Context: an optimization exercise on an open-source flow, tuned for small area, a short achievable clock period and few clock cycles per item. The choices shown serve that exercise and are no tape-out recipe.
At most, simulation tests tie the RTL to the original design; equivalence was not proved.
Power is estimated from default activity; no workload was simulated.

==> flow/design.v (excerpt) <==
module vesc_fext (
    input  wire       clk,
    input  wire       rst,
    input  wire       in_valid,
    input  wire [7:0] in_data,
    input  wire       in_last,
    output wire       in_ready,
    output wire       out_valid,
    output wire [7:0] out_data,
    output wire       out_last,
    output wire       out_found,
    output wire [6:0] out_len,
    input  wire       out_ready
);
Size: about 2300 cells after synthesis, roughly 1300 flip-flops, about 0.035 mm² of cells after synthesis.
clock: 10.0 ns
lec_check: 0
cap_margin: 20
core_margin: 2
core_utilization: 40
cts_cluster_diameter: 60
cts_cluster_size: 32
setup_slack_margin: 5
slew_margin: 20
run.sh (not shown) runs the stock make flow with config.mk's settings and CLKGATE_MAP_FILE= SYNTH_SCRIPT=/design/flow/synth_recipe.tcl, a recipe that flattens the netlist after the stock synthesis.
Testbench counts at the start, summed over its fixed seeds: cycles 93,964, items 1,280.
Then changed:
--- a/flow/design.v
+++ b/flow/design.v
@@ -184,25 +184,25 @@
         if (eend & ~rs)
             rs_last <= Tm1;
         if (rst) begin
             rem <= 8'd124;
             d1_03 <= 1'b0; d2_03 <= 1'b0; d1_00 <= 1'b0;
             ovf <= 1'b0; rs <= 1'b0;
             bz0 <= 1'b0; bz1 <= 1'b0; o <= 1'b0; bf <= 1'b0;
             dv <= 1'b0; dbig <= 1'b0; dovf <= 1'b0;
         end else begin
             dv <= eend;
             if (eend) begin
                 dbig <= bign;
-                dovf <= ovf & ({~rem5[7], rem5[6:0]} <= {~ovf_rem[7], ovf_rem[6:0]});
+                dovf <= ovf & ($signed(rem5) <= $signed(ovf_rem));
             end
             if (eend) begin
                 rem <= 8'd124;
                 d1_03 <= 1'b0; d2_03 <= 1'b0; d1_00 <= 1'b0;
                 bz0 <= 1'b0; bz1 <= 1'b0;
                 if (pany) bf <= 1'b1;
             end else if (ev) begin
                 rem   <= rem - 8'd1;
                 d1_03 <= is03;
                 d2_03 <= d1_03;
                 d1_00 <= (eb == 8'h00);
                 if (pany) bf <= 1'b1;
The new run finished clean.
Setup slack degrades by 0.0089 ns.
Clock skew goes up by 0.018 ns.
Maximum frequency is about the same.
Non-clock buffer count goes up by 1.
Global-route usage goes down by 0.43 points.
Final cell count goes down by 1.2%.
Worst hold slack degrades by 0.0035 ns.
Function not checked in the second run of this note: the RTL went through the layout flow alone.

---

garnet:
vesc_fext, a different RTL version from the one above (not shown whole).
Size in the first run: ~2200 cells after synthesis.
export LEC_CHECK = 0
export CAP_MARGIN = 20
export CORE_MARGIN = 2
export CORE_UTILIZATION = 40
export CTS_CLUSTER_DIAMETER = 60
export CTS_CLUSTER_SIZE = 32
export SLEW_MARGIN = 20
create_clock -name core_clock -period 10.0 [get_ports {clk}]
standard.sh (not shown) runs the stock make flow with config.mk's settings and CLKGATE_MAP_FILE= SYNTH_SCRIPT=/design/flow/synth_recipe.tcl, a recipe that flattens the netlist after the stock synthesis.
==> flow/flow/run.sh <==
#!/bin/bash
# Standard layout (standard.sh: the standard flow's synthesis and ORFS flow, unchanged),
# with two repair settings of ORFS passed through the environment:
#  - port buffers use buf_4 instead of the default pick, and
#  - repair_timing aims for a setup slack margin of 7 ns.
# The full make output goes to standard.log here; ORFS's per-step logs are
# under orfs/logs/.
set -euo pipefail
export BUFFER_PORTS_ARGS="-buffer_cell sky130_fd_sc_hd__buf_4"
export SETUP_SLACK_MARGIN=7
bash standard.sh > standard.log 2>&1
garnet: flow completed, timing, DRC and antenna clean
The following lists how harbor was set up differently from garnet:
--- a/flow/design.v
+++ b/flow/design.v
@@ -62,93 +62,91 @@
     wire       avail = v[0] & (~qF[0] | mr[0]);
     wire       lastb = ~qF[0] | lz;
     wire       ld    = ~ov | out_ready;
     wire       take  = ld & avail;
     wire       pop   = take & lastb;
     wire       cap   = take & F0;
     wire       busyT = F0 ? mr[0] : F1 ? mr[1] : F2 ? mr[2] : F3 & mr[3];
     wire       sfree = ~busyT | cap;
     reg        in_ready_r;
     reg        inbuf;        
-    reg [6:0]  nb;           
+    reg [7:0]  rem;          
     reg        big_acc;      
     reg [6:0]  jd;           
     reg        jbad;         
     reg [2:0]  owed;         
     reg        ovf;          
     reg        rs;           
     wire xfer   = in_valid & in_ready_r;
+    wire nb127  = inbuf & (iv ? (rem == 8'hFE) : (rem == 8'hFD));
     wire start  = xfer & ~inbuf;
     wire [2:0] owed_n = owed + {2'b00, start} - {2'b00, pop};
     wire o0 = (owed == 3'd0), o1 = (owed == 3'd1), o3 = (owed < 3'd3), o4 = ~owed[2];
     wire z_ns  = pop ? o1 : o0;
     wire lt_ns = pop | o4;
     wire lt_s  = pop ? o4 : o3;
     wire al    = (jd == 7'd0);
     wire jok   = al | ~jbad;
     wire z_x   = inbuf & z_ns;
     wire lt_x  = inbuf ? lt_ns : lt_s;
     wire rdy_x  = in_last ? (~ovf & ~rs & (z_x | (lt_x & sfree & (~big_acc | jok))))
-                          : (big_acc | (nb == 7'd127) | sfree);
+                          : (big_acc | nb127 | sfree);
     wire rdy_nx = big_acc ? 1'b1 :
                   inbuf   ? (al & sfree) :
                   (~ovf & ~rs & (z_ns | (lt_ns & jok & sfree)));
     wire rdy_n  = xfer ? rdy_x : rdy_nx;
     reg        rsw;          
     reg        rsf;          
     reg [6:0]  rs_start;     
     reg [6:0]  rs_last;      
     wire       rs_go   = rsw & (T == rs_start);
     wire       feed    = rs_go | rsf;
     wire       feedend = (T == rs_last);
     always @(posedge clk) begin
         id <= rs ? r126 : in_data;
         il <= rs ? feedend : in_last;
         if (rst) begin
             in_ready_r <= 1'b0;
             iv      <= 1'b0;
             iw      <= 1'b0;
             ie      <= 1'b0;
             inbuf   <= 1'b0;
-            nb      <= 7'd0;
             big_acc <= 1'b0;
             jd      <= 7'd0;
             jbad    <= 1'b0;
             owed    <= 3'd0;
             rsf     <= 1'b0;
             rsw     <= 1'b0;
         end else begin
             in_ready_r <= rdy_n;
             iv      <= rs ? feed : (xfer & ~big_acc);
             iw      <= xfer & ~big_acc;
             ie      <= xfer & in_last;
             owed    <= owed_n;
             if (xfer) begin
                 inbuf   <= ~in_last;
-                big_acc <= ~in_last & (big_acc | (nb == 7'd127));
-                nb      <= in_last ? 7'd0 : nb + {6'd0, ~big_acc};
+                big_acc <= ~in_last & (big_acc | nb127);
             end
             if (xfer & ~big_acc) begin
                 jd   <= 7'd1;
                 jbad <= ~sfree;
             end else begin
                 jd   <= jd + 7'd1;
                 if (jd == 7'd127)
                     jbad <= 1'b0;
                 else if (~sfree | (push & rs))
                     jbad <= 1'b1;
             end
             rsf <= feed & ~feedend;
             rsw <= (rsw & ~rs_go) | rescan;
         end
     end
-    reg [7:0]  rem;          
     reg        d1_03, d2_03, d1_00;
     reg [7:0]  ovf_rem;      
     reg        bz0, bz1;     
     reg [15:0] crc0, crc1;
     reg [6:0]  cnt0, cnt1;
     reg [6:0]  L0, L1;
     reg [6:0]  p0s, p1s;     
     reg        o;            
     wire       ev    = iv;
     wire [7:0] eb    = id;
@@ -253,33 +251,31 @@
         if (pop) begin
             left <= pk[0] ? pL - 7'd1 : qL1 - 7'd1;
             lz   <= pk[0] ? (pL == 7'd1) : (qL1 == 7'd1);
         end else if (cap) begin
             left <= left - 7'd1;
             lz   <= (left == 7'd1);
         end else if (pk[0]) begin
             left <= pL - 7'd1;
             lz   <= (pL == 7'd1);
         end
-        if (ld) begin
-            od     <= F0 ? tap : 8'h00;
-            olast  <= lastb;
-            ofound <= qf[0];
-            olen   <= qL0;
-        end
+        od     <= ({8{ld & F0}} & tap)   | ({8{~ld}} & od);
+        olast  <= (ld & lastb)           | (~ld & olast);
+        ofound <= (ld & qf[0])           | (~ld & ofound);
+        olen   <= ({7{ld}} & qL0)        | ({7{~ld}} & olen);
         if (rst) begin
             v <= 4'd0; ov <= 1'b0;
             T <= 7'd0; T1 <= 7'd1;
         end else begin
             T  <= T + 7'd1;
             T1 <= T1 + 7'd1;
             v  <= vn | pk;
-            if (ld) ov <= avail;
+            ov <= (ld & avail) | (~ld & ov);
         end
     end
     assign in_ready  = in_ready_r;
     assign out_valid = ov;
     assign out_data  = od;
     assign out_last  = olast;
     assign out_found = ofound;
     assign out_len   = olen;
 endmodule
==> notes.md <==
Fraction of the core area covered by cells at the end of the flow: harbor vs garnet, no meaningful difference. Re proportion of cell area spent on the clock network: garnet and harbor aren't equal, and the lower value belongs to garnet. Compared with garnet, harbor shows maximum single-stage delay on the critical path lower by 0.08 ns. Compared with garnet, harbor shows total power that has gone down by a few percent. Compared with garnet, harbor shows post-synthesis cell count that has gone down slightly. Run comparison: harbor highest signal layer in the routed design met5; garnet highest signal layer in the routed design met4. Sort garnet and harbor by sequential logic power, ascending, and harbor comes first. Relative to garnet, final routed wirelength across all metal layers decreased by about 2% in harbor.
No run of this note included a check of the RTL's function; only the layout flow was run.

## separate check: timing with driven ports
The results above use ideal ports. As a check the final layouts listed here were re-extracted and re-timed, cells and wires unchanged. Step 1 sets driving cells, clkbuf_16 on the clock port and buf_2 on the other inputs (assumed; they add their load-dependent delay and slew). Step 2 adds t to the input delays and takes it off the output delays; t is the mean of the earliest and latest rising clock arrival at the registers after step 1. Input paths then give back, and output paths get back, about the clock's delay inside the block. a / b / c = no drivers / after step 1 / after step 2; a / b = the first two.
run | shift t [ns] | slack for setup (ns) | hold WS [ns] | slew at the worst register clock pin (ns)
the first run of note 1 | 0.693 | 6.452 / 6.386 / 5.835 | 0.307 / 0.307 / 0.307 | 0.11 / 0.11
the second run of note 1 | 0.682 | 6.443 / 6.407 / 5.794 | 0.303 / 0.303 / 0.303 | 0.11 / 0.11
garnet | 0.688 | 6.818 / 6.756 / 6.203 | 0.307 / 0.307 / 0.307 | 0.11 / 0.11
harbor | 0.681 | 6.767 / 6.741 / 6.113 | 0.310 / 0.310 / 0.310 | 0.11 / 0.11
After both steps setup and hold are still met in every run listed. The setup slack of harbor, which loses most, moves by -0.026 ns with the drivers and by -0.654 ns with both steps.
